Background: an optimization exercise with open tools, aiming at small area and a short achievable clock period. Do not read the settings as production practice.
Function was checked by simulation only, so behaviour that the tests miss may differ from the original.

==> 04-05 <==
// ign_engine
module ign_engine (
    input  wire        clk,
    input  wire        rst,           
    input  wire        edge_in,       
    input  wire        cmd_valid,     
    input  wire [2:0]  cmd_op,
    input  wire [31:0] cmd_data,
    output reg  [1:0]  spark,         
    output reg  [1:0]  sync_state,    
    output reg  [1:0]  phase,         
    output reg         busy,
    output reg         ign_en,
    output reg  [1:0]  tidx,
    output reg  [1:0]  ref_idx,
    output reg  [15:0] rps,
    output reg  [15:0] rpm
);
    localparam N_SLOTS = 11;
    localparam [1:0] S_UNSYNC = 2'd0, S_SYNCING = 2'd1, S_SYNCED = 2'd2;
    localparam [1:0] P_IDLE = 2'd0, P_DELAY = 2'd1, P_DWELL = 2'd2;
    localparam [2:0] OP_METER_START = 3'd0;
    localparam [2:0] OP_METER_STOP  = 3'd1;
    localparam [2:0] OP_SET_RECORD  = 3'd2;
    localparam [2:0] OP_SET_SHIFT   = 3'd3;
    localparam [2:0] OP_IGN_INIT    = 3'd4;
    reg        meter;         
    reg        run0;
    reg [2:0]  psel0;
    reg [15:0] cnt0;
    reg        e0;            
    reg        e1;            
    reg [9:0]  psc0;
    reg        primed;
    reg        ch;
    reg [9:0]  psc1;          
    reg [2:0]  dsel;          
    reg        chain;         
    reg        dv;            
    reg [26:0] X;
    reg [9:0]  kreg;          
    reg [9:0]  cyc;           
    reg [1:0]  mage;          
    reg        scnt1;
    reg [16:0] h1, h2, h3;      
    reg [15:0] tbl_speed  [0:N_SLOTS-1];
    reg [7:0]  tbl_timing [0:N_SLOTS-1];
    reg [7:0]  shift_r;
    function [20:0] bksub20;
        input [19:0] a;
        input [19:0] b;
        integer i, l;
        reg [19:0] gg, pp;
        begin
            gg = ~a & b;          
            pp = ~(a ^ b);        
            for (l = 1; l < 32; l = l * 2)
                for (i = 2 * l - 1; i < 20; i = i + 2 * l) begin
                    gg[i] = gg[i] | (pp[i] & gg[i - l]);
                    pp[i] = pp[i] & pp[i - l];
                end
            for (l = 16; l >= 1; l = l / 2)
                for (i = 3 * l - 1; i < 20; i = i + 2 * l) begin
                    gg[i] = gg[i] | (pp[i] & gg[i - l]);
                    pp[i] = pp[i] & pp[i - l];
                end
            bksub20 = {gg[19], a ^ b ^ {gg[18:0], 1'b0}};
        end
    endfunction
    function [18:0] bkadd19;
        input [18:0] a;
        input [18:0] b;
        input        ci;
  ...
Settings: LEC_CHECK=0, ABC_AREA=1, CAP_MARGIN=20, CORE_MARGIN=2, CORE_UTILIZATION=70, CTS_BUF_LIST=sky130_fd_sc_hd__clkbuf_16, CTS_CLUSTER_DIAMETER=80, CTS_CLUSTER_SIZE=20, PLACE_DENSITY=0.8, SLEW_MARGIN=20; clock period 420.0 ns.
run.sh (not shown) runs the stock make flow with config.mk's settings and CLKGATE_MAP_FILE= SYNTH_SCRIPT=/design/flow/synth_recipe.tcl, a recipe that flattens the netlist after the stock synthesis.
==> 12-09: changes against 04-05 <==
--- a/flow/design.v
+++ b/flow/design.v
@@ -87,48 +87,10 @@
                     pp[i] = pp[i] & pp[i - l];
                 end
             bkadd19 = a ^ b ^ {gg[17:0], ci};
         end
     endfunction
-    function [15:0] rinc16;
-        input [15:0] a;
-        input        ci;
-        integer i;
-        reg c;
-        begin
-            c = ci;
-            for (i = 0; i < 16; i = i + 1) begin
-                rinc16[i] = a[i] ^ c;
-                c = a[i] & c;
-            end
-        end
-    endfunction
-    function [16:0] rsub17;
-        input [16:0] a;
-        input [16:0] b;
-        integer i;
-        reg br;
-        begin
-            br = 1'b0;
-            for (i = 0; i < 17; i = i + 1) begin
-                rsub17[i] = a[i] ^ b[i] ^ br;
-                br = (~a[i] & b[i]) | (~(a[i] ^ b[i]) & br);
-            end
-        end
-    endfunction
-    function lt19;
-        input [18:0] a;
-        input [18:0] b;
-        integer i;
-        reg l;
-        begin
-            l = 1'b0;
-            for (i = 0; i < 19; i = i + 1)
-                l = (~a[i] & b[i]) | (~(a[i] ^ b[i]) & l);
-            lt19 = l;
-        end
-    endfunction
     function lt17;
         input [16:0] a;
         input [16:0] b;
         integer i;
         reg l;
@@ -163,12 +125,11 @@
             3'd3:    mask0 = 10'd255;
             default: mask0 = 10'd1023;
         endcase
     end
     wire tick0 = run0 && ((psc0 & mask0) == mask0);
-    wire [15:0] dur_lo = rinc16(cnt0, tick0);
-    wire [16:0] dur = {e0 ^ (tick0 & (&cnt0)), dur_lo};
+    wire [16:0] dur = {e0, cnt0} + {16'd0, tick0};
     wire [16:0] cs_s1 = h3 ^ h2 ^ h1;
     wire [16:0] cs_c1 = (h3 & h2) | (h3 & h1) | (h2 & h1);
     wire [17:0] cs_a  = {1'b0, cs_s1};
     wire [17:0] cs_b  = {cs_c1, 1'b0};
     wire [17:0] cs_d  = {1'b0, e0, cnt0};
@@ -205,14 +166,12 @@
             assign Q[gi] = ge;
             assign rr[gi] = nx[18:0] & M;
         end
     endgenerate
     wire [10:0] qs = Q[16:6];
-    wire [16:0] q2_a = rsub17({11'd0, Q[5:0]}, {15'd0, Q[5:4]});
-    wire [16:0] q2_b = rsub17(q2_a, {16'd0, lt19(rr[0], rr[4])});
-    wire [5:0]  q2 = q2_b[5:0];
-    wire [16:0] rpm_full = rsub17({qs, q2}, {4'd0, qs, 2'b00});
+    wire [5:0]  q2 = Q[5:0] - {4'd0, Q[5:4]} - {5'd0, (rr[0] < rr[4])};
+    wire [16:0] rpm_full = {qs, q2} - {4'd0, qs, 2'b00};
     wire [15:0] rps_new = !big ? {5'd0, qs} : Q[16] ? 16'hFFFF : Q[15:0];
     wire [15:0] rpm_new = big ? 16'hFFFF : rpm_full[15:0];
     function gt16;
         input [15:0] a;
         input [15:0] b;
@@ -235,29 +194,11 @@
             if (gt16(tbl_speed[j], rps_new)) timing = tbl_timing[j-1];
         if (gt16(tbl_speed[0], rps_new)) timing = tbl_timing[0];
     end
     wire [8:0] diff = {1'b0, shift_r} - {1'b0, timing};
     wire [7:0] value = diff[8] ? 8'd0 : (diff[7:0] > 8'd180) ? 8'd180 : diff[7:0];
-    reg  [26:0] pr [0:6];
-    reg  [26:0] m_s1, m_c1, m_s2, m_c2, m_s3, m_c3, m_s4, m_c4, m_s5, m_c5;
-    integer mi;
-    always @* begin
-        for (mi = 0; mi < 6; mi = mi + 1)
-            pr[mi] = value[mi] ? ({8'd0, S} << mi) : 27'd0;
-        pr[6] = value[6] ? {2'd0, S, 6'd0} : value[7] ? {1'd0, S, 7'd0} : 27'd0;
-        m_s1 = pr[0] ^ pr[1] ^ pr[2];
-        m_c1 = ((pr[0] & pr[1]) | (pr[0] & pr[2]) | (pr[1] & pr[2])) << 1;
-        m_s2 = pr[3] ^ pr[4] ^ pr[5];
-        m_c2 = ((pr[3] & pr[4]) | (pr[3] & pr[5]) | (pr[4] & pr[5])) << 1;
-        m_s3 = m_s1 ^ m_c1 ^ m_s2;
-        m_c3 = ((m_s1 & m_c1) | (m_s1 & m_s2) | (m_c1 & m_s2)) << 1;
-        m_s4 = m_s3 ^ m_c3 ^ m_c2;
-        m_c4 = ((m_s3 & m_c3) | (m_s3 & m_c2) | (m_c3 & m_c2)) << 1;
-        m_s5 = m_s4 ^ m_c4 ^ pr[6];
-        m_c5 = ((m_s4 & m_c4) | (m_s4 & pr[6]) | (m_c4 & pr[6])) << 1;
-    end
-    wire [26:0] u = m_s5 + m_c5;
+    wire [26:0] u = value * S;
     reg  [36:0] P;
     always @* begin
         case (psel0)
             3'd0:    P = {10'd0, u};
             3'd1:    P = {7'd0, u, 3'd0};
@@ -284,16 +225,11 @@
             default: begin mask1 = 10'd1023; thr1 = 27'd369000; end
         endcase
     end
     wire blk1 = (psc1 & mask1) == mask1;
     wire [26:0] X_sub = rsub27(X, chain ? 27'd1 : 27'd360);
-    wire [15:0] cyc_i16 = rinc16({6'd0, cyc}, 1'b1);
-    wire [9:0]  cyc_inc = cyc_i16[9:0];
-    wire [15:0] psc0_i16 = rinc16({6'd0, psc0}, 1'b1);
-    wire [15:0] psc1_i16 = rinc16({6'd0, psc1}, 1'b1);
-    wire [15:0] cnt0_inc = rinc16(cnt0, 1'b1);
-    wire [15:0] k_i16 = rinc16({6'd0, X[17:8]}, |X[7:0]);
+    wire [9:0]  cyc_inc = cyc + 10'd1;
     wire [9:0]  r_sh  = {cyc[8:0], X[26]};
     reg [9:0]  div_end;
     always @*
         case (psel0)
             3'd0:    div_end = 10'd17;
@@ -340,33 +276,33 @@
         n_scnt1 = scnt1;
         n_rps = rps; n_rpm = rpm;
         ev = 1'b0; fire = 1'b0; fire_ch = 1'b0; dlv = 1'b0;
         if (run0) begin
             if (!tick0) begin
-                n_psc0 = psc0_i16[9:0];
+                n_psc0 = psc0 + 10'd1;
             end else begin
                 n_psc0 = 10'd0;
                 if (cnt0 == 16'hFFFF) begin
                     n_cnt0 = 16'd0;
                     n_e0 = ~e0; n_e1 = e1 | e0;
                     if (e0 | e1) begin
                         n_primed = 1'b0;
                         stall_action;
                     end
                 end else begin
-                    n_cnt0 = cnt0_inc;
+                    n_cnt0 = cnt0 + 16'd1;
                 end
             end
         end
         if (n_phase != P_IDLE) begin
-            n_psc1 = psc1_i16[9:0];
+            n_psc1 = psc1 + 10'd1;
             if (!chain) begin
                 n_X = X_sub;
                 if (blk1 && X < thr1) ev = 1'b1;
             end else if (dv) begin
                 if (psc1 == div_end) begin
-                    n_kreg = k_i16[9:0];
+                    n_kreg = X[17:8] + {9'd0, |X[7:0]};
                     n_cyc = 10'd0;
                     n_dv = 1'b0;
                 end else begin
                     n_cyc = {1'b0, r_ge ? r_sh[8:0] - 9'd360 : r_sh[8:0]};
                     n_X = {X[25:0], r_ge};
Settings changed: CTS_BUF_LIST sky130_fd_sc_hd__clkbuf_16 to sky130_fd_sc_hd__clkbuf_8, CTS_CLUSTER_DIAMETER 80 to 60, CTS_CLUSTER_SIZE 20 to 12.
==> 07-10: changes against 04-05 <==
--- a/flow/design.v
+++ b/flow/design.v
@@ -235,29 +235,11 @@
             if (gt16(tbl_speed[j], rps_new)) timing = tbl_timing[j-1];
         if (gt16(tbl_speed[0], rps_new)) timing = tbl_timing[0];
     end
     wire [8:0] diff = {1'b0, shift_r} - {1'b0, timing};
     wire [7:0] value = diff[8] ? 8'd0 : (diff[7:0] > 8'd180) ? 8'd180 : diff[7:0];
-    reg  [26:0] pr [0:6];
-    reg  [26:0] m_s1, m_c1, m_s2, m_c2, m_s3, m_c3, m_s4, m_c4, m_s5, m_c5;
-    integer mi;
-    always @* begin
-        for (mi = 0; mi < 6; mi = mi + 1)
-            pr[mi] = value[mi] ? ({8'd0, S} << mi) : 27'd0;
-        pr[6] = value[6] ? {2'd0, S, 6'd0} : value[7] ? {1'd0, S, 7'd0} : 27'd0;
-        m_s1 = pr[0] ^ pr[1] ^ pr[2];
-        m_c1 = ((pr[0] & pr[1]) | (pr[0] & pr[2]) | (pr[1] & pr[2])) << 1;
-        m_s2 = pr[3] ^ pr[4] ^ pr[5];
-        m_c2 = ((pr[3] & pr[4]) | (pr[3] & pr[5]) | (pr[4] & pr[5])) << 1;
-        m_s3 = m_s1 ^ m_c1 ^ m_s2;
-        m_c3 = ((m_s1 & m_c1) | (m_s1 & m_s2) | (m_c1 & m_s2)) << 1;
-        m_s4 = m_s3 ^ m_c3 ^ m_c2;
-        m_c4 = ((m_s3 & m_c3) | (m_s3 & m_c2) | (m_c3 & m_c2)) << 1;
-        m_s5 = m_s4 ^ m_c4 ^ pr[6];
-        m_c5 = ((m_s4 & m_c4) | (m_s4 & pr[6]) | (m_c4 & pr[6])) << 1;
-    end
-    wire [26:0] u = m_s5 + m_c5;
+    wire [26:0] u = value * S;
     reg  [36:0] P;
     always @* begin
         case (psel0)
             3'd0:    P = {10'd0, u};
             3'd1:    P = {7'd0, u, 3'd0};
Settings changed: CORE_UTILIZATION 70 to 80, PLACE_DENSITY 0.8 to 0.9.
==> 06-25: changes against 04-05 <==
--- a/flow/design.v
+++ b/flow/design.v
@@ -235,29 +235,11 @@
             if (gt16(tbl_speed[j], rps_new)) timing = tbl_timing[j-1];
         if (gt16(tbl_speed[0], rps_new)) timing = tbl_timing[0];
     end
     wire [8:0] diff = {1'b0, shift_r} - {1'b0, timing};
     wire [7:0] value = diff[8] ? 8'd0 : (diff[7:0] > 8'd180) ? 8'd180 : diff[7:0];
-    reg  [26:0] pr [0:6];
-    reg  [26:0] m_s1, m_c1, m_s2, m_c2, m_s3, m_c3, m_s4, m_c4, m_s5, m_c5;
-    integer mi;
-    always @* begin
-        for (mi = 0; mi < 6; mi = mi + 1)
-            pr[mi] = value[mi] ? ({8'd0, S} << mi) : 27'd0;
-        pr[6] = value[6] ? {2'd0, S, 6'd0} : value[7] ? {1'd0, S, 7'd0} : 27'd0;
-        m_s1 = pr[0] ^ pr[1] ^ pr[2];
-        m_c1 = ((pr[0] & pr[1]) | (pr[0] & pr[2]) | (pr[1] & pr[2])) << 1;
-        m_s2 = pr[3] ^ pr[4] ^ pr[5];
-        m_c2 = ((pr[3] & pr[4]) | (pr[3] & pr[5]) | (pr[4] & pr[5])) << 1;
-        m_s3 = m_s1 ^ m_c1 ^ m_s2;
-        m_c3 = ((m_s1 & m_c1) | (m_s1 & m_s2) | (m_c1 & m_s2)) << 1;
-        m_s4 = m_s3 ^ m_c3 ^ m_c2;
-        m_c4 = ((m_s3 & m_c3) | (m_s3 & m_c2) | (m_c3 & m_c2)) << 1;
-        m_s5 = m_s4 ^ m_c4 ^ pr[6];
-        m_c5 = ((m_s4 & m_c4) | (m_s4 & pr[6]) | (m_c4 & pr[6])) << 1;
-    end
-    wire [26:0] u = m_s5 + m_c5;
+    wire [26:0] u = value * S;
     reg  [36:0] P;
     always @* begin
         case (psel0)
             3'd0:    P = {10'd0, u};
             3'd1:    P = {7'd0, u, 3'd0};
Settings changed: GPL_TIMING_DRIVEN set to 0.
==> notes.md <==
hold path endpoint=cyc[8]; post-synthesis simple-gate area fraction=0.185; WP data arrival=87.79 ns; worst-path maximum fanout=16; first-pass GRT wire length=221000 µm; Final Skew=0.0257 ns; RePlAce Congestion=0.974; met1 Use GR=0.544; Layout area overhead=7.42%; status=finished clean; slew margin rel.=0.231; clock buffer count=29; crit path max-delay cell type=clkdlybuf4s50_1; core footprint=0.0685 mm²; initial core utilization=0.705; FILL cells=5172
# the run above: 06-25

==> notes.md <==
slew margin rel.=0.258; post-synthesis simple-gate area fraction=0.194; Layout area overhead=5.60%; met1 Use GR=0.448; status=finished clean; worst-path maximum fanout=16; hold path endpoint=cyc[9]; crit path max-delay cell type=o21ai_1; FILL cells=5114
# the run above: 04-05

==> notes.md <==
status=finished clean; hold path endpoint=psc0[9]; core footprint=0.0697 mm²; met1 Use GR=0.501; FILL cells=5462; crit path max-delay cell type=clkdlybuf4s50_1; worst-path maximum fanout=9; Final Skew=0.0645 ns; first-pass GRT wire length=214000 µm
# the run above: 12-09

==> notes.md <==
FILL cells=3554; most used cell, CP=inv_1; H-tree lvl count=1; Layout area overhead=5.42%; worst-path maximum fanout=16; post-synthesis simple-gate area fraction=0.185; met1 Use GR=0.557; max-cap violation count=0; status=finished clean; first-pass GRT wire length=217000 µm; slew margin rel.=0.209; hold path endpoint=rpm[13]; CP Depth=12; Tap Count=782; RePlAce Congestion=0.940
# the run above: 07-10

[what the ideal ports hide]
In the flow no input, the clock included, has a driving cell. The finished layouts below were timed again as built, in two steps. Step 1, drivers: a clkbuf_16 drives clk and a buf_2 each remaining input, both assumed. Step 2, shift: input delay + t, output delay - t, t = (earliest + latest rising clock arrival at the registers) / 2. This alone moves slack from input paths to output paths. Three values: ideal ports, drivers, drivers and shift; two values: the first two.
| run | t (ns) | setup slack, ns | worst register clock-pin slew, ns | worst slew at a driven data input, ns | cell pins on the clock port's net |
|---|---|---|---|---|---|
| 04-05 | 0.683 | 333.173 / 333.218 / 332.535 | 0.09 / 0.09 | 0.04 | 1 |
| 12-09 | 0.718 | 333.538 / 333.580 / 332.862 | 0.09 / 0.09 | 0.06 | 1 |
| 07-10 | 0.698 | 333.011 / 333.049 / 332.351 | 0.09 / 0.09 | 0.07 | 1 |
| 06-25 | 0.681 | 332.703 / 332.744 / 332.063 | 0.10 / 0.10 | 0.10 | 1 |
After both steps setup and hold are still met in every run listed. The setup slack of 12-09, which loses most, moves by +0.042 ns with the drivers and by -0.676 ns with both steps.
